Context: an optimization exercise on an open-source flow, tuned for small area, a short achievable clock period and few clock cycles per item. The choices shown serve that exercise and are no tape-out recipe. In this exercise RTL edits were held to simulation tests only and were not proved equivalent to the original. Power and IR drop assume default switching activity.

===== flow/flow/run.sh =====
#!/bin/bash
# The standard layout, with faster buffers on the ports: buffer_ports would
# otherwise pick a delay cell (clkdlybuf4s50_1) for every port buffer.
set -euo pipefail
bash standard.sh synth > synth.log 2>&1
bash standard.sh "BUFFER_PORTS_ARGS=-buffer_cell sky130_fd_sc_hd__buf_4" finish > layout.log 2>&1

===== flow/standard.sh =====
#!/bin/bash
# synth_recipe.tcl (not shown) runs the flow's synth.tcl, then flattens the netlist and writes it again
# the make line also repeats each setting of config.mk as NAME=value (left out here)
make -C /OpenROAD-flow-scripts/flow DESIGN_CONFIG=/design/flow/config.mk WORK_HOME=/design/flow/orfs CLKGATE_MAP_FILE= SYNTH_SCRIPT=/design/flow/synth_recipe.tcl "${@:-finish}"

===== flow/config.mk =====
export PLATFORM = sky130hd
export DESIGN_NAME = apc_acorr
export DESIGN_NICKNAME = apc_acorr
export VERILOG_FILES = /design/flow/design.v
export SDC_FILE = /design/flow/constraint.sdc
export NUM_CORES = 4
export LEC_CHECK = 0
export CAP_MARGIN = 20
export CORE_MARGIN = 2
export CORE_UTILIZATION = 30
export CTS_CLUSTER_DIAMETER = 60
export CTS_CLUSTER_SIZE = 10
export PLACE_DENSITY = 0.4
export SLEW_MARGIN = 20
export SYNTH_HIERARCHICAL = 1
export SYNTH_MINIMUM_KEEP_SIZE = 0

===== flow/constraint.sdc =====
create_clock -name core_clock -period 22.0 [get_ports {clk}]
set_input_delay 4.4000 -clock core_clock [delete_from_list [all_inputs] [get_ports {clk}]]
set_output_delay 4.4000 -clock core_clock [all_outputs]
set_load 0.01 [all_outputs]

===== flow/design.v =====
module apc_acorr (
    input  wire               clk,
    input  wire               rst,
    input  wire               in_valid,
    output reg                in_ready,
    input  wire signed [11:0] sample,
    input  wire        [7:0]  nmin,
    input  wire        [7:0]  nmax,
    output reg                out_valid,
    output reg         [7:0]  out_lag,
    output reg  signed [39:0] out_zpk,
    output reg  signed [39:0] out_z0
);
    localparam P = 32;
    wire        acc_in = in_valid & in_ready & ~rst;
    reg         ld;            
    reg  [7:0]  acnt;          
    reg  [7:0]  gap;           
    reg         defer;         
    reg  [11:0] s_r;           
    reg         v_r, v0_r, vl_r;
    reg  [7:0]  ld_lo, ld_hi;  
    wire        gapev = ld & in_ready & ~in_valid & (acnt != 8'd0) & ~rst;
    wire        ld_rise;       
    wire [7:0]  acnt_p1 = acnt + 8'd1;
    wire [7:0]  gap_p1 = gap + 8'd1;
    always @(posedge clk) begin
        s_r  <= sample;
        v_r  <= acc_in;
        v0_r <= acc_in & (acnt == 8'd0);
        vl_r <= acc_in & (acnt == 8'd255);
        if (acc_in & (acnt == 8'd0)) begin
            ld_lo <= nmin;
            ld_hi <= nmax;
        end
        if (rst) begin
            ld       <= 1'b1;
            in_ready <= 1'b1;
            acnt     <= 8'd0;
            gap      <= 8'd0;
            defer    <= 1'b0;
        end else begin
            acnt <= acc_in ? acnt_p1 : acnt;
            gap  <= acc_in ? ((acnt == 8'd0) ? 8'd0 : gap) : gap_p1;
            if (acc_in & (acnt == 8'd0))
                defer <= 1'b0;
            else if (gapev)
                defer <= 1'b1;
            if (acc_in & (acnt == 8'd255)) begin
                ld       <= 1'b0;
                in_ready <= 1'b0;
            end else if (ld_rise) begin
                ld       <= 1'b1;
                in_ready <= 1'b1;
            end else begin
                in_ready <= ld & (acc_in | (acnt == 8'd0) | (gap == 8'd255));
            end
        end
    end
    reg  [3071:0] ring;
    wire [11:0]   rin = v_r ? s_r : ring[11:0];
    always @(posedge clk)
        ring <= {rin, ring[3071:12]};
    wire [11:0] a = ring[3071:3060];         
    reg         srun, cur, pend;
    reg  [8:0]  tm;
    reg  [7:0]  n_s, n_lo, n_hi;    
    reg  [2:0]  n_nb;
    reg         brun, bown, armed, trans, nst;
    reg  [11:0] tr;
    reg  [7:0]  e_s, e_lo, e_hi;
    reg  [2:0]  e_nb;
    reg  [11:0] ldr;               
    reg  [11:0] trel;              
    reg  [5:0]  fi;            
    wire [7:0]  st_s = (ld_lo - 8'd1) & 8'hFC;
    wire [8:0]  st_x = {1'b0, ld_hi} + 9'd2 - {1'b0, st_s};    
    wire [2:0]  st_nb = 3'd1 + {2'd0, (st_x > 9'd32) & ~st_x[8]} + {2'd0, (st_x > 9'd64) & ~st_x[8]} + {2'd0, (st_x > 9'd96) & ~st_x[8]} + {2'd0, (st_x > 9'd128) & ~st_x[8]};
    reg         gap_r;
    wire        start = (v0_r & ~defer) | (vl_r & defer);
    wire        abort = gap_r & cur;
    wire        tr_blk = ~tr[11] & (tr[7:0] == 8'd0);
    wire [3:0]  tr_b = tr[11:8];
    wire        rt0 = brun & tr_blk & (tr_b <= {1'b0, e_nb});
    wire        dv0 = rt0 & (tr_b != 4'd0);
    reg         zarm;          
    wire        z_dv = rtc[P] & zarm;
    wire        sq_go = srun & (tm == 9'd256);
    wire [11:0] tr_end = {1'b0, e_nb, 8'd0} + 12'd33;
    wire        bfree = ~brun | ($signed(tr) >= $signed(trel));
    wire        bgo = pend & ~abort & (tm >= {1'b0, n_s}) & bfree;
    assign ld_rise = armed & ~ld & (~brun | ($signed(tr) >= $signed(ldr)));
    wire [11:0] n_dl = {4'd0, n_s} + (n_nb == 3'd1 ? 12'd0 : n_nb == 3'd2 ? 12'd32 : n_nb == 3'd3 ? 12'd64 : n_nb == 3'd4 ? 12'd96 : 12'd128);
    always @(posedge clk) begin
        if (acc_in & (acnt == 8'd0))
            cur <= 1'b0;
        gap_r <= gapev;
        if (rst) begin
            srun  <= 1'b0;
            pend  <= 1'b0;
            brun  <= 1'b0;
            bown  <= 1'b0;
            armed <= 1'b0;
            trans <= 1'b0;
            nst   <= 1'b0;
        end else begin
            if (start) begin
                srun <= 1'b1;
                cur  <= 1'b1;
                pend <= 1'b1;
                tm   <= 9'd0;
                n_s  <= st_s;
                n_lo <= ld_lo;
                n_hi <= ld_hi;
                n_nb <= st_nb;
            end else if (abort) begin
                srun <= 1'b0;
                pend <= 1'b0;
            end else if (srun) begin
                tm <= tm + 9'd1;
                if (tm == 9'd257)
                    srun <= 1'b0;
            end
            if (start)
                bown <= 1'b0;
            if (v0_r & brun)
                trans <= 1'b1;
            else if (nst & ~tr[11] & (tr[7:0] >= 8'd32))
                trans <= 1'b0;
            if (abort & bown) begin
                brun  <= 1'b0;
                nst   <= 1'b0;
                armed <= 1'b0;
            end else if (bgo) begin
                brun  <= 1'b1;
                bown  <= 1'b1;
                nst   <= 1'b1;
                armed <= 1'b1;
                pend  <= 1'b0;
                tr    <= {12{1'b1}};
                e_s   <= n_s;
                e_lo  <= n_lo;
                e_hi  <= n_hi;
                e_nb  <= n_nb;
                fi    <= n_s[7:2];
                ldr   <= {1'b0, n_nb, 8'd0} - n_dl - 12'd2 + {11'd0, n_dl == 12'd0};
                trel  <= {1'b0, n_nb, 8'd0} + 12'd5;
            end else if (brun) begin
                tr <= tr + 12'd1;
                if (tr == tr_end)
                    brun <= 1'b0;
                if (~tr[11] & (tr[7:0] == 8'd255))
                    fi <= fi + 6'd8;
            end
            if (ld_rise)
                armed <= 1'b0;
            if (trans == 1'b0)
                nst <= 1'b0;
        end
    end
    wire [4:0] gign;
    assign gign[0] = (trans | (v0_r & brun)) & (~nst | tr[11] | (tr[7:0] < 8'd0));
    assign gign[1] = (trans | (v0_r & brun)) & (~nst | tr[11] | (tr[7:0] < 8'd8));
    assign gign[2] = (trans | (v0_r & brun)) & (~nst | tr[11] | (tr[7:0] < 8'd16));
    assign gign[3] = (trans | (v0_r & brun)) & (~nst | tr[11] | (tr[7:0] < 8'd24));
    assign gign[4] = (trans | (v0_r & brun)) & (~nst | tr[11] | (tr[7:0] < 8'd32));
    reg  [11:0] feed;
    always @(*) begin
        case (fi)
            6'd0: feed = rin;
            6'd1: feed = ring[3035:3024];
            6'd2: feed = ring[2987:2976];
            6'd3: feed = ring[2939:2928];
            6'd4: feed = ring[2891:2880];
            6'd5: feed = ring[2843:2832];
            6'd6: feed = ring[2795:2784];
            6'd7: feed = ring[2747:2736];
            6'd8: feed = ring[2699:2688];
            6'd9: feed = ring[2651:2640];
            6'd10: feed = ring[2603:2592];
            6'd11: feed = ring[2555:2544];
            6'd12: feed = ring[2507:2496];
            6'd13: feed = ring[2459:2448];
            6'd14: feed = ring[2411:2400];
            6'd15: feed = ring[2363:2352];
            6'd16: feed = ring[2315:2304];
            6'd17: feed = ring[2267:2256];
            6'd18: feed = ring[2219:2208];
            6'd19: feed = ring[2171:2160];
            6'd20: feed = ring[2123:2112];
            6'd21: feed = ring[2075:2064];
            6'd22: feed = ring[2027:2016];
            6'd23: feed = ring[1979:1968];
            6'd24: feed = ring[1931:1920];
            6'd25: feed = ring[1883:1872];
            6'd26: feed = ring[1835:1824];
            6'd27: feed = ring[1787:1776];
            6'd28: feed = ring[1739:1728];
            6'd29: feed = ring[1691:1680];
            6'd30: feed = ring[1643:1632];
            6'd31: feed = ring[1595:1584];
            6'd32: feed = ring[1547:1536];
            default: feed = 12'd0;
        endcase
    end
    reg  [11:0] wch [0:P-1];
    reg  [P:0]  rtc;           
    reg  [P-1:0] dvc;          
    always @(posedge clk) begin
        rtc <= {rtc[P-1:0], rt0};
        if (rst)
            zarm <= 1'b0;
        else if (rt0 & (tr_b == 4'd1))
            zarm <= 1'b1;
        else if (rtc[P])
            zarm <= 1'b0;
        dvc <= {dvc[P-2:0], dv0};
    end
    wire [P:0]  rtv = rtc;
    wire [P:0]  dvv = {z_dv, dvc};
    wire [35:0] gdump [0:4];
    genvar j;
    generate
        for (j = 0; j < P; j = j + 1) begin : g_w
            if (j == 0) begin : g_f
                always @(posedge clk) wch[j] <= feed;
            end else begin : g_s
                always @(posedge clk) wch[j] <= wch[j - 1];
            end
        end
        for (j = 0; j < 4; j = j + 1) begin : g_grp
            apc_grp u_grp (.clk(clk), .rin(rin), .r0(ring[11:0]), .ign(gign[j]), .rt(rtv[8*j +: 8]), .dv(dvv[8*j +: 8]),
                .w({wch[8*j+7], wch[8*j+6], wch[8*j+5], wch[8*j+4], wch[8*j+3], wch[8*j+2], wch[8*j+1], wch[8*j+0]}),
                .dump(gdump[j]));
        end
    endgenerate
    apc_grp0 u_grp0 (.clk(clk), .rin(rin), .r0(ring[11:0]), .ign(gign[4]), .rt(rtv[P]), .dv(dvv[P]), .dump(gdump[4]));
    reg  [35:0] dsel;
    integer q;
    always @(*) begin
        dsel = 36'd0;
        for (q = 0; q <= 4; q = q + 1)
            dsel = dsel | gdump[q];
    end
    reg  [35:0] d1;
    reg         d1v, d1z, c2v, c2z;
    reg  signed [31:0] c2;
    wire [31:0] d1c = {20'd0, d1[32], 11'd0} + {15'd0, d1[33], 16'd0} + {11'd0, d1[34], 20'd0} + {6'd0, d1[35], 25'd0};
    always @(posedge clk) begin
        d1  <= dsel;
        d1v <= |dvc;
        d1z <= z_dv;
        c2  <= 32'd1430956800 - d1[31:0] - d1c;
        c2v <= d1v & ~rst;
        c2z <= d1z & ~rst;
    end
    reg  signed [19:0] ssum;
    reg  [22:0] sqa;
    reg  [19:0] sqq;
    reg  [4:0]  sqn;
    wire [19:0] sabs = ssum[19] ? (20'd0 - ssum) : ssum;
    wire [22:0] sqt  = {{3{ssum[19]}}, ssum} + 23'd174848;
    wire [22:0] sqm  = ssum[19] ? (23'd0 - sqt) : sqt;
    reg  [22:0] sqmr;          
    wire [22:0] sqa_n = sqa + (sqq[0] ? sqmr : 23'd0);
    wire [39:0] sq = {sqa[19:0], sqq};
    always @(posedge clk) begin
        if (srun & ~tm[8])
            ssum <= (tm == 9'd0 ? 20'sd0 : ssum) + {{8{a[11]}}, a};
        if (sq_go) begin
            sqa <= 23'd0;
            sqq <= sabs;
            sqmr <= sqm;
            sqn <= 5'd20;
        end else if (sqn != 5'd0) begin
            {sqa, sqq} <= {sqa_n[22], sqa_n, sqq[19:1]};
            sqn <= sqn - 5'd1;
        end
    end
    reg         pa;                
    reg  [7:0]  p_lo, p_hi, p_l;   
    reg  [7:0]  p_n;               
    reg  signed [31:0] c1, cc2, best;
    reg         bv;
    reg  [7:0]  bl;
    reg  [2:0]  fin;
    wire [7:0]  lm1 = p_l - 8'd1;
    wire        cand = (lm1 >= p_lo) & (lm1 <= p_hi) & (c1 > cc2) & (c1 >= c2) & (~bv | (c1 > best));
    wire        take_r = c2v & ~c2z & pa;
    wire        fin_go = fin == 3'd1;
    wire signed [39:0] subx = fin_go ? {best, 8'd0} : {c2, 8'd0};
    wire signed [39:0] subd = subx - $signed(sq);
    always @(posedge clk) begin
        if (rst) begin
            pa        <= 1'b0;
            fin       <= 3'd0;
            out_valid <= 1'b0;
        end else begin
            out_valid <= 1'b0;
            if (brun & (tr == 12'd255)) begin
                pa   <= 1'b1;
                p_lo <= e_lo;
                p_hi <= e_hi;
                p_l  <= e_s;
                p_n  <= e_nb * 8'd32;
                bv   <= 1'b0;
            end else if (take_r) begin
                if (cand) begin
                    best <= c1;
                    bl   <= lm1;
                    bv   <= 1'b1;
                end
                cc2 <= c1;
                c1  <= c2;
                p_l <= p_l + 8'd1;
                p_n <= p_n - 8'd1;
                if (p_n == 8'd1) begin
                    pa  <= 1'b0;
                    fin <= 3'd3;
                end
            end
            if (fin != 3'd0)
                fin <= fin - 3'd1;
            if (fin_go)
                out_valid <= 1'b1;
        end
        out_zpk <= (bv & ~subd[39] & (subd != 40'd0)) ? subd : 40'sd0;
        out_lag <= (bv & ~subd[39] & (subd != 40'd0)) ? bl : 8'd0;
        if (c2z & ~fin_go)
            out_z0 <= subd;
    end
endmodule
module apc_grp (
    input  wire        clk,
    input  wire [11:0] rin, r0,
    input  wire        ign,
    input  wire [7:0]  rt, dv,
    input  wire [95:0] w,
    output reg  [35:0] dump
);
    reg  [11:0] ga;
    reg  [12:0] gn;
    always @(posedge clk) begin
        ga <= ign ? r0 : rin;
        gn <= 13'd0 - (ign ? {r0[11], r0} : {rin[11], rin});
    end
    wire [35:0] d [0:7];
    apc_mac u_mac0 (.clk(clk), .rt(rt[0]), .w(w[11:0]), .m1({ga[11], ga}), .n1(gn), .dump(d[0]));
    apc_mac u_mac1 (.clk(clk), .rt(rt[1]), .w(w[23:12]), .m1({ga[11], ga}), .n1(gn), .dump(d[1]));
    apc_mac u_mac2 (.clk(clk), .rt(rt[2]), .w(w[35:24]), .m1({ga[11], ga}), .n1(gn), .dump(d[2]));
    apc_mac u_mac3 (.clk(clk), .rt(rt[3]), .w(w[47:36]), .m1({ga[11], ga}), .n1(gn), .dump(d[3]));
    apc_mac u_mac4 (.clk(clk), .rt(rt[4]), .w(w[59:48]), .m1({ga[11], ga}), .n1(gn), .dump(d[4]));
    apc_mac u_mac5 (.clk(clk), .rt(rt[5]), .w(w[71:60]), .m1({ga[11], ga}), .n1(gn), .dump(d[5]));
    apc_mac u_mac6 (.clk(clk), .rt(rt[6]), .w(w[83:72]), .m1({ga[11], ga}), .n1(gn), .dump(d[6]));
    apc_mac u_mac7 (.clk(clk), .rt(rt[7]), .w(w[95:84]), .m1({ga[11], ga}), .n1(gn), .dump(d[7]));
    integer q;
    always @(*) begin
        dump = 36'd0;
        for (q = 0; q < 8; q = q + 1)
            dump = dump | (d[q] & {36{dv[q]}});
    end
endmodule
module apc_grp0 (
    input  wire        clk,
    input  wire [11:0] rin, r0,
    input  wire        ign,
    input  wire [0:0]  rt, dv,
    output reg  [35:0] dump
);
    reg  [11:0] ga;
    reg  [12:0] gn;
    always @(posedge clk) begin
        ga <= ign ? r0 : rin;
        gn <= 13'd0 - (ign ? {r0[11], r0} : {rin[11], rin});
    end
    wire [35:0] d [0:0];
    apc_mac u_mac0 (.clk(clk), .rt(rt[0]), .w(ga), .m1({ga[11], ga}), .n1(gn), .dump(d[0]));
    integer q;
    always @(*) begin
        dump = 36'd0;
        for (q = 0; q < 1; q = q + 1)
            dump = dump | (d[q] & {36{dv[q]}});
    end
endmodule
module apc_mac (
    input  wire        clk,
    input  wire        rt,
    input  wire [11:0] w,
    input  wire [12:0] m1, n1,
    output wire [35:0] dump
);
    wire [12:0] m2 = {m1[11:0], 1'b0};
    reg  [31:0] acc;
    reg  [3:0] cs;    
    wire [31:0] ag = rt ? 32'd0 : acc;
    wire cg11 = ~rt & cs[0];
    wire cg16 = ~rt & cs[1];
    wire cg20 = ~rt & cs[2];
    wire cg25 = ~rt & cs[3];
    wire sn_0 = ~w[1] & ~w[0];
    wire s1_0 = w[1] & ~w[0];
    wire s2_0 = w[1] & w[0];
    wire p0_0;
    apc_aoi u_p0_0 (.a1(sn_0), .a2(n1[0]), .b1(s1_0), .b2(m1[0]), .c1(s2_0), .c2(m2[0]), .y(p0_0));
    wire p0_1;
    apc_aoi u_p0_1 (.a1(sn_0), .a2(n1[1]), .b1(s1_0), .b2(m1[1]), .c1(s2_0), .c2(m2[1]), .y(p0_1));
    wire p0_2;
    apc_aoi u_p0_2 (.a1(sn_0), .a2(n1[2]), .b1(s1_0), .b2(m1[2]), .c1(s2_0), .c2(m2[2]), .y(p0_2));
    wire p0_3;
    apc_aoi u_p0_3 (.a1(sn_0), .a2(n1[3]), .b1(s1_0), .b2(m1[3]), .c1(s2_0), .c2(m2[3]), .y(p0_3));
    wire p0_4;
    apc_aoi u_p0_4 (.a1(sn_0), .a2(n1[4]), .b1(s1_0), .b2(m1[4]), .c1(s2_0), .c2(m2[4]), .y(p0_4));
    wire p0_5;
    apc_aoi u_p0_5 (.a1(sn_0), .a2(n1[5]), .b1(s1_0), .b2(m1[5]), .c1(s2_0), .c2(m2[5]), .y(p0_5));
    wire p0_6;
    apc_aoi u_p0_6 (.a1(sn_0), .a2(n1[6]), .b1(s1_0), .b2(m1[6]), .c1(s2_0), .c2(m2[6]), .y(p0_6));
    wire p0_7;
    apc_aoi u_p0_7 (.a1(sn_0), .a2(n1[7]), .b1(s1_0), .b2(m1[7]), .c1(s2_0), .c2(m2[7]), .y(p0_7));
    wire p0_8;
    apc_aoi u_p0_8 (.a1(sn_0), .a2(n1[8]), .b1(s1_0), .b2(m1[8]), .c1(s2_0), .c2(m2[8]), .y(p0_8));
    wire p0_9;
    apc_aoi u_p0_9 (.a1(sn_0), .a2(n1[9]), .b1(s1_0), .b2(m1[9]), .c1(s2_0), .c2(m2[9]), .y(p0_9));
    wire p0_10;
    apc_aoi u_p0_10 (.a1(sn_0), .a2(n1[10]), .b1(s1_0), .b2(m1[10]), .c1(s2_0), .c2(m2[10]), .y(p0_10));
    wire p0_11;
    apc_aoi u_p0_11 (.a1(sn_0), .a2(n1[11]), .b1(s1_0), .b2(m1[11]), .c1(s2_0), .c2(m2[11]), .y(p0_11));
    wire p0_12;
    apc_aoi u_p0_12 (.a1(sn_0), .a2(n1[12]), .b1(s1_0), .b2(m1[12]), .c1(s2_0), .c2(m2[12]), .y(p0_12));
    wire sn_1 = ~w[3] & ~w[2];
    wire s1_1 = w[3] & ~w[2];
    wire s2_1 = w[3] & w[2];
    wire p1_0;
    apc_aoi u_p1_0 (.a1(sn_1), .a2(n1[0]), .b1(s1_1), .b2(m1[0]), .c1(s2_1), .c2(m2[0]), .y(p1_0));
    wire p1_1;
    apc_aoi u_p1_1 (.a1(sn_1), .a2(n1[1]), .b1(s1_1), .b2(m1[1]), .c1(s2_1), .c2(m2[1]), .y(p1_1));
    wire p1_2;
    apc_aoi u_p1_2 (.a1(sn_1), .a2(n1[2]), .b1(s1_1), .b2(m1[2]), .c1(s2_1), .c2(m2[2]), .y(p1_2));
    wire p1_3;
    apc_aoi u_p1_3 (.a1(sn_1), .a2(n1[3]), .b1(s1_1), .b2(m1[3]), .c1(s2_1), .c2(m2[3]), .y(p1_3));
    wire p1_4;
    apc_aoi u_p1_4 (.a1(sn_1), .a2(n1[4]), .b1(s1_1), .b2(m1[4]), .c1(s2_1), .c2(m2[4]), .y(p1_4));
    wire p1_5;
    apc_aoi u_p1_5 (.a1(sn_1), .a2(n1[5]), .b1(s1_1), .b2(m1[5]), .c1(s2_1), .c2(m2[5]), .y(p1_5));
    wire p1_6;
    apc_aoi u_p1_6 (.a1(sn_1), .a2(n1[6]), .b1(s1_1), .b2(m1[6]), .c1(s2_1), .c2(m2[6]), .y(p1_6));
    wire p1_7;
    apc_aoi u_p1_7 (.a1(sn_1), .a2(n1[7]), .b1(s1_1), .b2(m1[7]), .c1(s2_1), .c2(m2[7]), .y(p1_7));
    wire p1_8;
    apc_aoi u_p1_8 (.a1(sn_1), .a2(n1[8]), .b1(s1_1), .b2(m1[8]), .c1(s2_1), .c2(m2[8]), .y(p1_8));
    wire p1_9;
    apc_aoi u_p1_9 (.a1(sn_1), .a2(n1[9]), .b1(s1_1), .b2(m1[9]), .c1(s2_1), .c2(m2[9]), .y(p1_9));
    wire p1_10;
    apc_aoi u_p1_10 (.a1(sn_1), .a2(n1[10]), .b1(s1_1), .b2(m1[10]), .c1(s2_1), .c2(m2[10]), .y(p1_10));
    wire p1_11;
    apc_aoi u_p1_11 (.a1(sn_1), .a2(n1[11]), .b1(s1_1), .b2(m1[11]), .c1(s2_1), .c2(m2[11]), .y(p1_11));
    wire p1_12;
    apc_aoi u_p1_12 (.a1(sn_1), .a2(n1[12]), .b1(s1_1), .b2(m1[12]), .c1(s2_1), .c2(m2[12]), .y(p1_12));
    wire sn_2 = ~w[5] & ~w[4];
    wire s1_2 = w[5] & ~w[4];
    wire s2_2 = w[5] & w[4];
    wire p2_0;
    apc_aoi u_p2_0 (.a1(sn_2), .a2(n1[0]), .b1(s1_2), .b2(m1[0]), .c1(s2_2), .c2(m2[0]), .y(p2_0));
    wire p2_1;
    apc_aoi u_p2_1 (.a1(sn_2), .a2(n1[1]), .b1(s1_2), .b2(m1[1]), .c1(s2_2), .c2(m2[1]), .y(p2_1));
    wire p2_2;
    apc_aoi u_p2_2 (.a1(sn_2), .a2(n1[2]), .b1(s1_2), .b2(m1[2]), .c1(s2_2), .c2(m2[2]), .y(p2_2));
    wire p2_3;
    apc_aoi u_p2_3 (.a1(sn_2), .a2(n1[3]), .b1(s1_2), .b2(m1[3]), .c1(s2_2), .c2(m2[3]), .y(p2_3));
    wire p2_4;
    apc_aoi u_p2_4 (.a1(sn_2), .a2(n1[4]), .b1(s1_2), .b2(m1[4]), .c1(s2_2), .c2(m2[4]), .y(p2_4));
    wire p2_5;
    apc_aoi u_p2_5 (.a1(sn_2), .a2(n1[5]), .b1(s1_2), .b2(m1[5]), .c1(s2_2), .c2(m2[5]), .y(p2_5));
    wire p2_6;
    apc_aoi u_p2_6 (.a1(sn_2), .a2(n1[6]), .b1(s1_2), .b2(m1[6]), .c1(s2_2), .c2(m2[6]), .y(p2_6));
    wire p2_7;
    apc_aoi u_p2_7 (.a1(sn_2), .a2(n1[7]), .b1(s1_2), .b2(m1[7]), .c1(s2_2), .c2(m2[7]), .y(p2_7));
    wire p2_8;
    apc_aoi u_p2_8 (.a1(sn_2), .a2(n1[8]), .b1(s1_2), .b2(m1[8]), .c1(s2_2), .c2(m2[8]), .y(p2_8));
    wire p2_9;
    apc_aoi u_p2_9 (.a1(sn_2), .a2(n1[9]), .b1(s1_2), .b2(m1[9]), .c1(s2_2), .c2(m2[9]), .y(p2_9));
    wire p2_10;
    apc_aoi u_p2_10 (.a1(sn_2), .a2(n1[10]), .b1(s1_2), .b2(m1[10]), .c1(s2_2), .c2(m2[10]), .y(p2_10));
    wire p2_11;
    apc_aoi u_p2_11 (.a1(sn_2), .a2(n1[11]), .b1(s1_2), .b2(m1[11]), .c1(s2_2), .c2(m2[11]), .y(p2_11));
    wire p2_12;
    apc_aoi u_p2_12 (.a1(sn_2), .a2(n1[12]), .b1(s1_2), .b2(m1[12]), .c1(s2_2), .c2(m2[12]), .y(p2_12));
    wire sn_3 = ~w[7] & ~w[6];
    wire s1_3 = w[7] & ~w[6];
    wire s2_3 = w[7] & w[6];
    wire p3_0;
    apc_aoi u_p3_0 (.a1(sn_3), .a2(n1[0]), .b1(s1_3), .b2(m1[0]), .c1(s2_3), .c2(m2[0]), .y(p3_0));
    wire p3_1;
    apc_aoi u_p3_1 (.a1(sn_3), .a2(n1[1]), .b1(s1_3), .b2(m1[1]), .c1(s2_3), .c2(m2[1]), .y(p3_1));
    wire p3_2;
    apc_aoi u_p3_2 (.a1(sn_3), .a2(n1[2]), .b1(s1_3), .b2(m1[2]), .c1(s2_3), .c2(m2[2]), .y(p3_2));
    wire p3_3;
    apc_aoi u_p3_3 (.a1(sn_3), .a2(n1[3]), .b1(s1_3), .b2(m1[3]), .c1(s2_3), .c2(m2[3]), .y(p3_3));
    wire p3_4;
    apc_aoi u_p3_4 (.a1(sn_3), .a2(n1[4]), .b1(s1_3), .b2(m1[4]), .c1(s2_3), .c2(m2[4]), .y(p3_4));
    wire p3_5;
    apc_aoi u_p3_5 (.a1(sn_3), .a2(n1[5]), .b1(s1_3), .b2(m1[5]), .c1(s2_3), .c2(m2[5]), .y(p3_5));
    wire p3_6;
    apc_aoi u_p3_6 (.a1(sn_3), .a2(n1[6]), .b1(s1_3), .b2(m1[6]), .c1(s2_3), .c2(m2[6]), .y(p3_6));
    wire p3_7;
    apc_aoi u_p3_7 (.a1(sn_3), .a2(n1[7]), .b1(s1_3), .b2(m1[7]), .c1(s2_3), .c2(m2[7]), .y(p3_7));
    wire p3_8;
    apc_aoi u_p3_8 (.a1(sn_3), .a2(n1[8]), .b1(s1_3), .b2(m1[8]), .c1(s2_3), .c2(m2[8]), .y(p3_8));
    wire p3_9;
    apc_aoi u_p3_9 (.a1(sn_3), .a2(n1[9]), .b1(s1_3), .b2(m1[9]), .c1(s2_3), .c2(m2[9]), .y(p3_9));
    wire p3_10;
    apc_aoi u_p3_10 (.a1(sn_3), .a2(n1[10]), .b1(s1_3), .b2(m1[10]), .c1(s2_3), .c2(m2[10]), .y(p3_10));
    wire p3_11;
    apc_aoi u_p3_11 (.a1(sn_3), .a2(n1[11]), .b1(s1_3), .b2(m1[11]), .c1(s2_3), .c2(m2[11]), .y(p3_11));
    wire p3_12;
    apc_aoi u_p3_12 (.a1(sn_3), .a2(n1[12]), .b1(s1_3), .b2(m1[12]), .c1(s2_3), .c2(m2[12]), .y(p3_12));
    wire sn_4 = ~w[9] & ~w[8];
    wire s1_4 = w[9] & ~w[8];
    wire s2_4 = w[9] & w[8];
    wire p4_0;
    apc_aoi u_p4_0 (.a1(sn_4), .a2(n1[0]), .b1(s1_4), .b2(m1[0]), .c1(s2_4), .c2(m2[0]), .y(p4_0));
    wire p4_1;
    apc_aoi u_p4_1 (.a1(sn_4), .a2(n1[1]), .b1(s1_4), .b2(m1[1]), .c1(s2_4), .c2(m2[1]), .y(p4_1));
    wire p4_2;
    apc_aoi u_p4_2 (.a1(sn_4), .a2(n1[2]), .b1(s1_4), .b2(m1[2]), .c1(s2_4), .c2(m2[2]), .y(p4_2));
    wire p4_3;
    apc_aoi u_p4_3 (.a1(sn_4), .a2(n1[3]), .b1(s1_4), .b2(m1[3]), .c1(s2_4), .c2(m2[3]), .y(p4_3));
    wire p4_4;
    apc_aoi u_p4_4 (.a1(sn_4), .a2(n1[4]), .b1(s1_4), .b2(m1[4]), .c1(s2_4), .c2(m2[4]), .y(p4_4));
    wire p4_5;
    apc_aoi u_p4_5 (.a1(sn_4), .a2(n1[5]), .b1(s1_4), .b2(m1[5]), .c1(s2_4), .c2(m2[5]), .y(p4_5));
    wire p4_6;
    apc_aoi u_p4_6 (.a1(sn_4), .a2(n1[6]), .b1(s1_4), .b2(m1[6]), .c1(s2_4), .c2(m2[6]), .y(p4_6));
    wire p4_7;
    apc_aoi u_p4_7 (.a1(sn_4), .a2(n1[7]), .b1(s1_4), .b2(m1[7]), .c1(s2_4), .c2(m2[7]), .y(p4_7));
    wire p4_8;
    apc_aoi u_p4_8 (.a1(sn_4), .a2(n1[8]), .b1(s1_4), .b2(m1[8]), .c1(s2_4), .c2(m2[8]), .y(p4_8));
    wire p4_9;
    apc_aoi u_p4_9 (.a1(sn_4), .a2(n1[9]), .b1(s1_4), .b2(m1[9]), .c1(s2_4), .c2(m2[9]), .y(p4_9));
    wire p4_10;
    apc_aoi u_p4_10 (.a1(sn_4), .a2(n1[10]), .b1(s1_4), .b2(m1[10]), .c1(s2_4), .c2(m2[10]), .y(p4_10));
    wire p4_11;
    apc_aoi u_p4_11 (.a1(sn_4), .a2(n1[11]), .b1(s1_4), .b2(m1[11]), .c1(s2_4), .c2(m2[11]), .y(p4_11));
    wire p4_12;
    apc_aoi u_p4_12 (.a1(sn_4), .a2(n1[12]), .b1(s1_4), .b2(m1[12]), .c1(s2_4), .c2(m2[12]), .y(p4_12));
    wire sn_5 = w[11] & ~w[10];
    wire s1_5 = ~w[11] & ~w[10];
    wire s2_5 = ~w[11] & w[10];
    wire p5_0;
    apc_aoi u_p5_0 (.a1(sn_5), .a2(n1[0]), .b1(s1_5), .b2(m1[0]), .c1(s2_5), .c2(m2[0]), .y(p5_0));
    wire p5_1;
    apc_aoi u_p5_1 (.a1(sn_5), .a2(n1[1]), .b1(s1_5), .b2(m1[1]), .c1(s2_5), .c2(m2[1]), .y(p5_1));
    wire p5_2;
    apc_aoi u_p5_2 (.a1(sn_5), .a2(n1[2]), .b1(s1_5), .b2(m1[2]), .c1(s2_5), .c2(m2[2]), .y(p5_2));
    wire p5_3;
    apc_aoi u_p5_3 (.a1(sn_5), .a2(n1[3]), .b1(s1_5), .b2(m1[3]), .c1(s2_5), .c2(m2[3]), .y(p5_3));
    wire p5_4;
    apc_aoi u_p5_4 (.a1(sn_5), .a2(n1[4]), .b1(s1_5), .b2(m1[4]), .c1(s2_5), .c2(m2[4]), .y(p5_4));
    wire p5_5;
    apc_aoi u_p5_5 (.a1(sn_5), .a2(n1[5]), .b1(s1_5), .b2(m1[5]), .c1(s2_5), .c2(m2[5]), .y(p5_5));
    wire p5_6;
    apc_aoi u_p5_6 (.a1(sn_5), .a2(n1[6]), .b1(s1_5), .b2(m1[6]), .c1(s2_5), .c2(m2[6]), .y(p5_6));
    wire p5_7;
    apc_aoi u_p5_7 (.a1(sn_5), .a2(n1[7]), .b1(s1_5), .b2(m1[7]), .c1(s2_5), .c2(m2[7]), .y(p5_7));
    wire p5_8;
    apc_aoi u_p5_8 (.a1(sn_5), .a2(n1[8]), .b1(s1_5), .b2(m1[8]), .c1(s2_5), .c2(m2[8]), .y(p5_8));
    wire p5_9;
    apc_aoi u_p5_9 (.a1(sn_5), .a2(n1[9]), .b1(s1_5), .b2(m1[9]), .c1(s2_5), .c2(m2[9]), .y(p5_9));
    wire p5_10;
    apc_aoi u_p5_10 (.a1(sn_5), .a2(n1[10]), .b1(s1_5), .b2(m1[10]), .c1(s2_5), .c2(m2[10]), .y(p5_10));
    wire p5_11;
    apc_aoi u_p5_11 (.a1(sn_5), .a2(n1[11]), .b1(s1_5), .b2(m1[11]), .c1(s2_5), .c2(m2[11]), .y(p5_11));
    wire p5_12;
    apc_aoi u_p5_12 (.a1(sn_5), .a2(n1[12]), .b1(s1_5), .b2(m1[12]), .c1(s2_5), .c2(m2[12]), .y(p5_12));
    wire s1, c2;
    apc_fa u_s1 (.a(ag[2]), .b(p0_2), .c(p1_0), .s(s1), .co(c2));
    wire s3, c4;
    apc_fa u_s3 (.a(ag[3]), .b(p0_3), .c(p1_1), .s(s3), .co(c4));
    wire s5, c6;
    apc_fa u_s5 (.a(ag[4]), .b(p0_4), .c(p1_2), .s(s5), .co(c6));
    wire s7, c8;
    apc_fa u_s7 (.a(p2_0), .b(c4), .c(s5), .s(s7), .co(c8));
    wire s9, c10;
    apc_fa u_s9 (.a(ag[5]), .b(p0_5), .c(p1_3), .s(s9), .co(c10));
    wire s11, c12;
    apc_fa u_s11 (.a(p2_1), .b(c6), .c(s9), .s(s11), .co(c12));
    wire s13, c14;
    apc_fa u_s13 (.a(ag[6]), .b(p0_6), .c(p1_4), .s(s13), .co(c14));
    wire s15, c16;
    apc_fa u_s15 (.a(p2_2), .b(p3_0), .c(c10), .s(s15), .co(c16));
    wire s17, c18;
    apc_fa u_s17 (.a(s13), .b(c12), .c(s15), .s(s17), .co(c18));
    wire s19, c20;
    apc_fa u_s19 (.a(ag[7]), .b(p0_7), .c(p1_5), .s(s19), .co(c20));
    wire s21, c22;
    apc_fa u_s21 (.a(p2_3), .b(p3_1), .c(c14), .s(s21), .co(c22));
    wire s23, c24;
    apc_fa u_s23 (.a(s19), .b(c16), .c(s21), .s(s23), .co(c24));
    wire s25, c26;
    apc_fa u_s25 (.a(ag[8]), .b(p0_8), .c(p1_6), .s(s25), .co(c26));
    wire s27, c28;
    apc_fa u_s27 (.a(p2_4), .b(p3_2), .c(p4_0), .s(s27), .co(c28));
    wire s29, c30;
    apc_fa u_s29 (.a(c20), .b(s25), .c(s27), .s(s29), .co(c30));
    wire s31, c32;
    apc_fa u_s31 (.a(c22), .b(s29), .c(c24), .s(s31), .co(c32));
    wire s33, c34;
    apc_fa u_s33 (.a(ag[9]), .b(p0_9), .c(p1_7), .s(s33), .co(c34));
    wire s35, c36;
    apc_fa u_s35 (.a(p2_5), .b(p3_3), .c(p4_1), .s(s35), .co(c36));
    wire s37, c38;
    apc_fa u_s37 (.a(c26), .b(c28), .c(s33), .s(s37), .co(c38));
    wire s39, c40;
    apc_fa u_s39 (.a(s35), .b(c30), .c(s37), .s(s39), .co(c40));
    wire s41, c42;
    apc_fa u_s41 (.a(ag[10]), .b(p0_10), .c(p1_8), .s(s41), .co(c42));
    wire s43, c44;
    apc_fa u_s43 (.a(p2_6), .b(p3_4), .c(p4_2), .s(s43), .co(c44));
    wire s45, c46;
    apc_fa u_s45 (.a(p5_0), .b(c34), .c(c36), .s(s45), .co(c46));
    wire s47, c48;
    apc_fa u_s47 (.a(s41), .b(s43), .c(c38), .s(s47), .co(c48));
    wire s49, c50;
    apc_fa u_s49 (.a(s45), .b(c40), .c(s47), .s(s49), .co(c50));
    wire s51, c52;
    apc_fa u_s51 (.a(ag[11]), .b(p0_11), .c(p1_9), .s(s51), .co(c52));
    wire s53, c54;
    apc_fa u_s53 (.a(p2_7), .b(p3_5), .c(p4_3), .s(s53), .co(c54));
    wire s55, c56;
    apc_fa u_s55 (.a(p5_1), .b(c42), .c(c44), .s(s55), .co(c56));
    wire s57, c58;
    apc_fa u_s57 (.a(s51), .b(s53), .c(c46), .s(s57), .co(c58));
    wire s59, c60;
    apc_fa u_s59 (.a(s55), .b(c48), .c(s57), .s(s59), .co(c60));
    wire s61, c62;
    apc_fa u_s61 (.a(ag[12]), .b(p1_10), .c(p2_8), .s(s61), .co(c62));
    wire s63, c64;
    apc_fa u_s63 (.a(p3_6), .b(p4_4), .c(p5_2), .s(s63), .co(c64));
    wire s65, c66;
    apc_fa u_s65 (.a(~p0_12), .b(c52), .c(c54), .s(s65), .co(c66));
    wire s67, c68;
    apc_fa u_s67 (.a(s61), .b(s63), .c(c56), .s(s67), .co(c68));
    wire s69, c70;
    apc_fa u_s69 (.a(s65), .b(c58), .c(s67), .s(s69), .co(c70));
    wire s71, c72;
    apc_fa u_s71 (.a(ag[13]), .b(p1_11), .c(p2_9), .s(s71), .co(c72));
    wire s73, c74;
    apc_fa u_s73 (.a(p3_7), .b(p4_5), .c(p5_3), .s(s73), .co(c74));
    wire s75, c76;
    apc_fa u_s75 (.a(c62), .b(c64), .c(s71), .s(s75), .co(c76));
    wire s77, c78;
    apc_fa u_s77 (.a(s73), .b(c66), .c(s75), .s(s77), .co(c78));
    wire s79, c80;
    apc_fa u_s79 (.a(c68), .b(s77), .c(c70), .s(s79), .co(c80));
    wire s81, c82;
    apc_fa u_s81 (.a(ag[14]), .b(p2_10), .c(p3_8), .s(s81), .co(c82));
    wire s83, c84;
    apc_fa u_s83 (.a(p4_6), .b(p5_4), .c(~p1_12), .s(s83), .co(c84));
    wire s85, c86;
    apc_fa u_s85 (.a(c72), .b(c74), .c(s81), .s(s85), .co(c86));
    wire s87, c88;
    apc_fa u_s87 (.a(s83), .b(c76), .c(s85), .s(s87), .co(c88));
    wire s89, c90;
    apc_fa u_s89 (.a(c78), .b(s87), .c(c80), .s(s89), .co(c90));
    wire s91, c92;
    apc_fa u_s91 (.a(ag[15]), .b(p2_11), .c(p3_9), .s(s91), .co(c92));
    wire s93, c94;
    apc_fa u_s93 (.a(p4_7), .b(p5_5), .c(c82), .s(s93), .co(c94));
    wire s95, c96;
    apc_fa u_s95 (.a(s91), .b(c84), .c(c86), .s(s95), .co(c96));
    wire s97, c98;
    apc_fa u_s97 (.a(s93), .b(c88), .c(s95), .s(s97), .co(c98));
    wire s99, c100;
    apc_fa u_s99 (.a(ag[16]), .b(p3_10), .c(p4_8), .s(s99), .co(c100));
    wire s101, c102;
    apc_fa u_s101 (.a(p5_6), .b(~p2_12), .c(c92), .s(s101), .co(c102));
    wire s103, c104;
    apc_fa u_s103 (.a(s99), .b(c94), .c(s101), .s(s103), .co(c104));
    wire s105, c106;
    apc_fa u_s105 (.a(c96), .b(s103), .c(c98), .s(s105), .co(c106));
    wire s107, c108;
    apc_fa u_s107 (.a(ag[17]), .b(p3_11), .c(p4_9), .s(s107), .co(c108));
    wire s109, c110;
    apc_fa u_s109 (.a(p5_7), .b(c100), .c(s107), .s(s109), .co(c110));
    wire s111, c112;
    apc_fa u_s111 (.a(c102), .b(s109), .c(c104), .s(s111), .co(c112));
    wire s113, c114;
    apc_fa u_s113 (.a(ag[18]), .b(p4_10), .c(p5_8), .s(s113), .co(c114));
    wire s115, c116;
    apc_fa u_s115 (.a(~p3_12), .b(c108), .c(s113), .s(s115), .co(c116));
    wire s117, c118;
    apc_fa u_s117 (.a(c110), .b(s115), .c(c112), .s(s117), .co(c118));
    wire s119, c120;
    apc_fa u_s119 (.a(ag[19]), .b(p4_11), .c(p5_9), .s(s119), .co(c120));
    wire s121, c122;
    apc_fa u_s121 (.a(c114), .b(s119), .c(c116), .s(s121), .co(c122));
    wire s123, c124;
    apc_fa u_s123 (.a(ag[20]), .b(p5_10), .c(~p4_12), .s(s123), .co(c124));
    wire s125, c126;
    apc_fa u_s125 (.a(c120), .b(s123), .c(c122), .s(s125), .co(c126));
    wire s127, c128;
    apc_fa u_s127 (.a(ag[21]), .b(p5_11), .c(c124), .s(s127), .co(c128));
    wire s129, c130;
    apc_fa u_s129 (.a(ag[22]), .b(~p5_12), .c(c128), .s(s129), .co(c130));
    wire s131, c132;
    apc_ha u_s131 (.a(ag[0]), .b(p0_0), .s(s131), .co(c132));
    wire s133, c134;
    apc_fa u_s133 (.a(ag[1]), .b(p0_1), .c(c132), .s(s133), .co(c134));
    wire s135, c136;
    apc_ha u_s135 (.a(s1), .b(c134), .s(s135), .co(c136));
    wire s137, c138;
    apc_fa u_s137 (.a(c2), .b(s3), .c(c136), .s(s137), .co(c138));
    wire s139, c140;
    apc_ha u_s139 (.a(s7), .b(c138), .s(s139), .co(c140));
    wire s141, c142;
    apc_fa u_s141 (.a(c8), .b(s11), .c(c140), .s(s141), .co(c142));
    wire s143, c144;
    apc_ha u_s143 (.a(s17), .b(c142), .s(s143), .co(c144));
    wire s145, c146;
    apc_fa u_s145 (.a(c18), .b(s23), .c(c144), .s(s145), .co(c146));
    wire s147, c148;
    apc_ha u_s147 (.a(s31), .b(c146), .s(s147), .co(c148));
    wire s149, c150;
    apc_fa u_s149 (.a(s39), .b(c32), .c(c148), .s(s149), .co(c150));
    wire s151, c152;
    apc_ha u_s151 (.a(s49), .b(c150), .s(s151), .co(c152));
    wire s153, c154;
    apc_fa u_s153 (.a(c50), .b(s59), .c(cg11), .s(s153), .co(c154));
    wire s155, c156;
    apc_fa u_s155 (.a(c60), .b(s69), .c(c154), .s(s155), .co(c156));
    wire s157, c158;
    apc_ha u_s157 (.a(s79), .b(c156), .s(s157), .co(c158));
    wire s159, c160;
    apc_ha u_s159 (.a(s89), .b(c158), .s(s159), .co(c160));
    wire s161, c162;
    apc_fa u_s161 (.a(s97), .b(c90), .c(c160), .s(s161), .co(c162));
    wire s163, c164;
    apc_ha u_s163 (.a(s105), .b(cg16), .s(s163), .co(c164));
    wire s165, c166;
    apc_fa u_s165 (.a(s111), .b(c106), .c(c164), .s(s165), .co(c166));
    wire s167, c168;
    apc_ha u_s167 (.a(s117), .b(c166), .s(s167), .co(c168));
    wire s169, c170;
    apc_fa u_s169 (.a(s121), .b(c118), .c(c168), .s(s169), .co(c170));
    wire s171, c172;
    apc_ha u_s171 (.a(s125), .b(cg20), .s(s171), .co(c172));
    wire s173, c174;
    apc_fa u_s173 (.a(s127), .b(c126), .c(c172), .s(s173), .co(c174));
    wire s175, c176;
    apc_ha u_s175 (.a(s129), .b(c174), .s(s175), .co(c176));
    wire s177, c178;
    apc_fa u_s177 (.a(ag[23]), .b(c130), .c(c176), .s(s177), .co(c178));
    wire s179, c180;
    apc_ha u_s179 (.a(ag[24]), .b(c178), .s(s179), .co(c180));
    wire s181, c182;
    apc_ha u_s181 (.a(ag[25]), .b(cg25), .s(s181), .co(c182));
    wire s183, c184;
    apc_ha u_s183 (.a(ag[26]), .b(c182), .s(s183), .co(c184));
    wire s185, c186;
    apc_ha u_s185 (.a(ag[27]), .b(c184), .s(s185), .co(c186));
    wire s187, c188;
    apc_ha u_s187 (.a(ag[28]), .b(c186), .s(s187), .co(c188));
    wire s189, c190;
    apc_ha u_s189 (.a(ag[29]), .b(c188), .s(s189), .co(c190));
    wire s191, c192;
    apc_ha u_s191 (.a(ag[30]), .b(c190), .s(s191), .co(c192));
    wire s193, c194;
    apc_ha u_s193 (.a(ag[31]), .b(c192), .s(s193), .co(c194));
    always @(posedge clk) begin
        acc <= {s193, s191, s189, s187, s185, s183, s181, s179, s177, s175, s173, s171, s169, s167, s165, s163, s161, s159, s157, s155, s153, s151, s149, s147, s145, s143, s141, s139, s137, s135, s133, s131};
        cs  <= {c180, c170, c162, c152};
    end
    assign dump = {cs, acc};
endmodule
module apc_fa (input wire a, b, c, output wire s, co);
    assign s  = a ^ b ^ c;
    assign co = (a & b) | (a & c) | (b & c);
endmodule
module apc_ha (input wire a, b, output wire s, co);
    assign s  = a ^ b;
    assign co = a & b;
endmodule
module apc_aoi (input wire a1, a2, b1, b2, c1, c2, output wire y);
    assign y = ~((a1 & a2) | (b1 & b2) | (c1 & c2));
endmodule

==> reports/metrics.yaml <==
detailed_routing:
  drt-wirelength-per-cell_microns: 30.1
  route.met3.wl_mm: 77.4
  dr.pass1.iters: 22
  antenna_left: 0
  drc_errors: 0
  dr_total_vias: 161000
  wl_met2_mm: 384
  avgViaCountPerCell: 5.55
  m1WireLength_mm: 367
  top_layer: "met5"
  wl_mm: 875
  drtIter0Drc: 30000
synth:
  yosysTopAreaCell: "dfxtp_1"
  ys_seq_area_frac: 0.472
  yosysUniqueCellTypes: 96
  yosys.area.top_type_share: 0.429
  netlist_instances: 17100
  yosys-top-cells-area: "dfxtp_1 43%, fa_1 22%, a222oi_1 11%, ha_1 5.1%, edfxtp_1 4.4%"
  synth_ff_type: "dfxtp_1"
  synth_area_per_cell_sq_um: 13.7
  syn-cell-area_sq_um: 235000
  yosysMostFrequentCell: "dfxtp_1"
  synth_top_cells_by_count: "5,025 x dfxtp_1, 2,584 x a222oi_1, 2,549 x fa_1"
  synth-seq-cells: 5368
  synth-edff-count: 343
  async_flop_share: 0
  ys_warn_count: 12
die:
  initial_core_util: 0.301
  die-area_sq_um: 790000
  rows: 324
  core_area_sq_um: 779000
  fp.dieH_microns: 889
  die_x_microns: 889
  ioPinCount: 121
critical_path:
  cp.buffers_inverters: 1
  worstPathArrival_ps: 1850
  crit_type: "reg -> out"
  crit_chain: "buf_4"
  endpoint_kind: "primary output"
  critical_path.top_delay_family: "flip-flops"
  required_ps: 17600
  cp_slowest_cell: "dfxtp_1"
  worstPathMaxFanout: 1
  cp-start-kind: "flop"
  crit_path_max_incr_delay_ps: 560
worst_hold_path:
  hold_class: "reg -> reg"
clock_network:
  cts_setup_buffers: 0
  postCtsHoldBufs: 0
  htreeDepth: 6
  clk_pin_slew_ps: 50
  cts.sinks: 5368
  root_buffer: "clkbuf_16"
  clockBufferDepth: 4
  cts_resized: 0
  cts_made_buffers: 696
  cts_tree: "built"
  clock_latency_ps: 1120
global_routing:
  antenna_found_initial: 76
  grt_max_degree: 103
  track_usage: 0.216
  grt_pass1_vias: 167000
  overflow: 0
  grt_pass1_wl_mm: 1250
timing:
  timing.final.crit_share: 0.284
  finClkSkew_ps: 70.7
  fmax_mhz: 160
  rsz0062_at_grt: "false"
  maxSlewViolCount: 0
  finalHoldViolations: 0
  fin_hold_ws_ps: 274
  finalCriticalPeriod_ps: 6250
  slew_headroom: 0.188
  finalWorstSetupSlack_ps: 15750
  tns_ps: 0
  finalSetupViolCount: 0
  worstMarginPinSlew_ps: 1210
power:
  peakVddDrop_v: 0.0000898
  total_power_mw: 46.4
  p_leak_nw: 103
  p_per_area_nw_per_um2: 170
status:
  status: "timing/DRC/antenna clean"
final_layout:
  fin_nets: 21800
  stdcell_count: 29100
  multi_input_area_sq_um: 121000
  fin_area_sq_um: 273000
  seqCellArea_sq_um: 111000
  fin_util: 0.350
  syn2layout_area_growth_pct: 16.3
  nFillCells: 76200
  layout-drive-gt1-share: 0.113
placed_design:
  gp_congestion: 0.866
  placed_cell_area_sq_um: 252000
  dp.cells: 28000
  numPortBuffers: 120
  dp_hpwl_mm: 602
  place_ws_ps: 15260
flow_run:
  drv_cap: 0
==> cell type report <==
cell class	instances	area share
Clock inverter	209	0.0116
Inverter	543	0.00746
Timing Repair Buffer	617	0.0170
Multi-Input combinational cell	11000	0.442
Clock buffer	787	0.0662
Tap cell	10400	0.0478
Sequential cell	5368	0.407
Antenna cell	64	0.000586
==> modules after synthesis, one instance, submodules excluded <==
module	times used	cells inside	flops+latches
apc_mac	33	100	36
apc_aoi	2574	1	0
apc_acorr	1	6780	4060
apc_grp	4	292	24
apc_ha	660	1	0
apc_fa	2541	1	0
apc_grp0	1	119	24
==> path summary, 6_finish.rpt <==
check / slack [ps] / cells after the start / startpoint / endpoint
setup / recovery: 15750 / 1 / out_zpk[32] / out_zpk[32]
hold / removal: 270 / 0 / ring[66] / ring[54]
setup reg to reg: 16090 / 16 / fin[1] / out_lag[6]
hold reg to reg: 270 / 0 / ring[66] / ring[54]
==> cell families after synthesis <==
| group | count (synthesis) | synth area share |
|---|---|---|
| flops | 5368 | 0.472 |
| compound gates | 3928 | 0.151 |
| fa+ha+maj | 3512 | 0.269 |
| simple gates | 3087 | 0.0768 |
| buf+inv | 891 | 0.0177 |
| xor+xnor | 235 | 0.00877 |
| mux | 87 | 0.00441 |
| other cells | 34 | 0.000544 |
==> registers in the layout, summed over array words and instances (netlist names), 44 cells and up <==
name	count
g_grp.u_grp.u_mac2.acc	128
g_grp.u_grp.gn	52
g_grp.u_grp.ga	44
g_grp.u_grp.u_mac1.acc	128
g_grp.u_grp.u_mac6.acc	128
g_grp.u_grp.u_mac7.acc	128
ring	3072
g_grp.u_grp.u_mac4.acc	128
wch	384
g_grp.u_grp.u_mac5.acc	128
g_grp.u_grp.u_mac3.acc	128
g_grp.u_grp.u_mac0.acc	128
==> per-layer routing <==
metal | up-vias | track usage
li1 | 68200 | -
met1 | 82800 | 0.291
met2 | 8567 | 0.330
met3 | 1668 | 0.0490
met4 | 26 | 0.0995
met5 | - | 0
==> cells in the final DEF (no fill, tap or decap), types with 248 or more instances in the layout <==
cell type and n:
nand2_1 272, buf_4 615, dfxtp_1 4901, a222oi_1 2584
and2_1 248, fa_1 2549, a22oi_1 727, nor2b_1 1245
nor2_1 441, inv_1 536, clkbuf_16 704, ha_1 963
edfxtp_1 343
==> where the power goes <==
group	internal, mW	switching, mW
logic	10.5	11.8
registers	12.0	1.56
clock network	6.22	4.39
Testbench counts, summed over its fixed seeds: cycles 42,908, frames 60.

-- what the ideal ports hide --
Ports are ideal in the flow. The routed layout listed here was re-timed in OpenROAD. Step 1 sets driving cells, clkbuf_16 on the clock port and buf_2 on the other inputs (assumed; they add their load-dependent delay and slew). Step 2, shift: input delay + t, output delay - t, t = (earliest + latest rising clock arrival at the registers) / 2. This alone moves slack from input paths to output paths. Three values: ideal ports, drivers, drivers and shift; two values: the first two.
t, ns: 1.220
setup WS [ns]: 15.752 / 15.613 / 15.279
slew at the worst register clock pin (ns): 0.06 / 0.06
cell pins on the clock port's net: 1
After both steps this run still meets setup and hold. For this run, drivers alone change the setup slack by -0.139 ns; drivers and shift together by -0.473 ns.
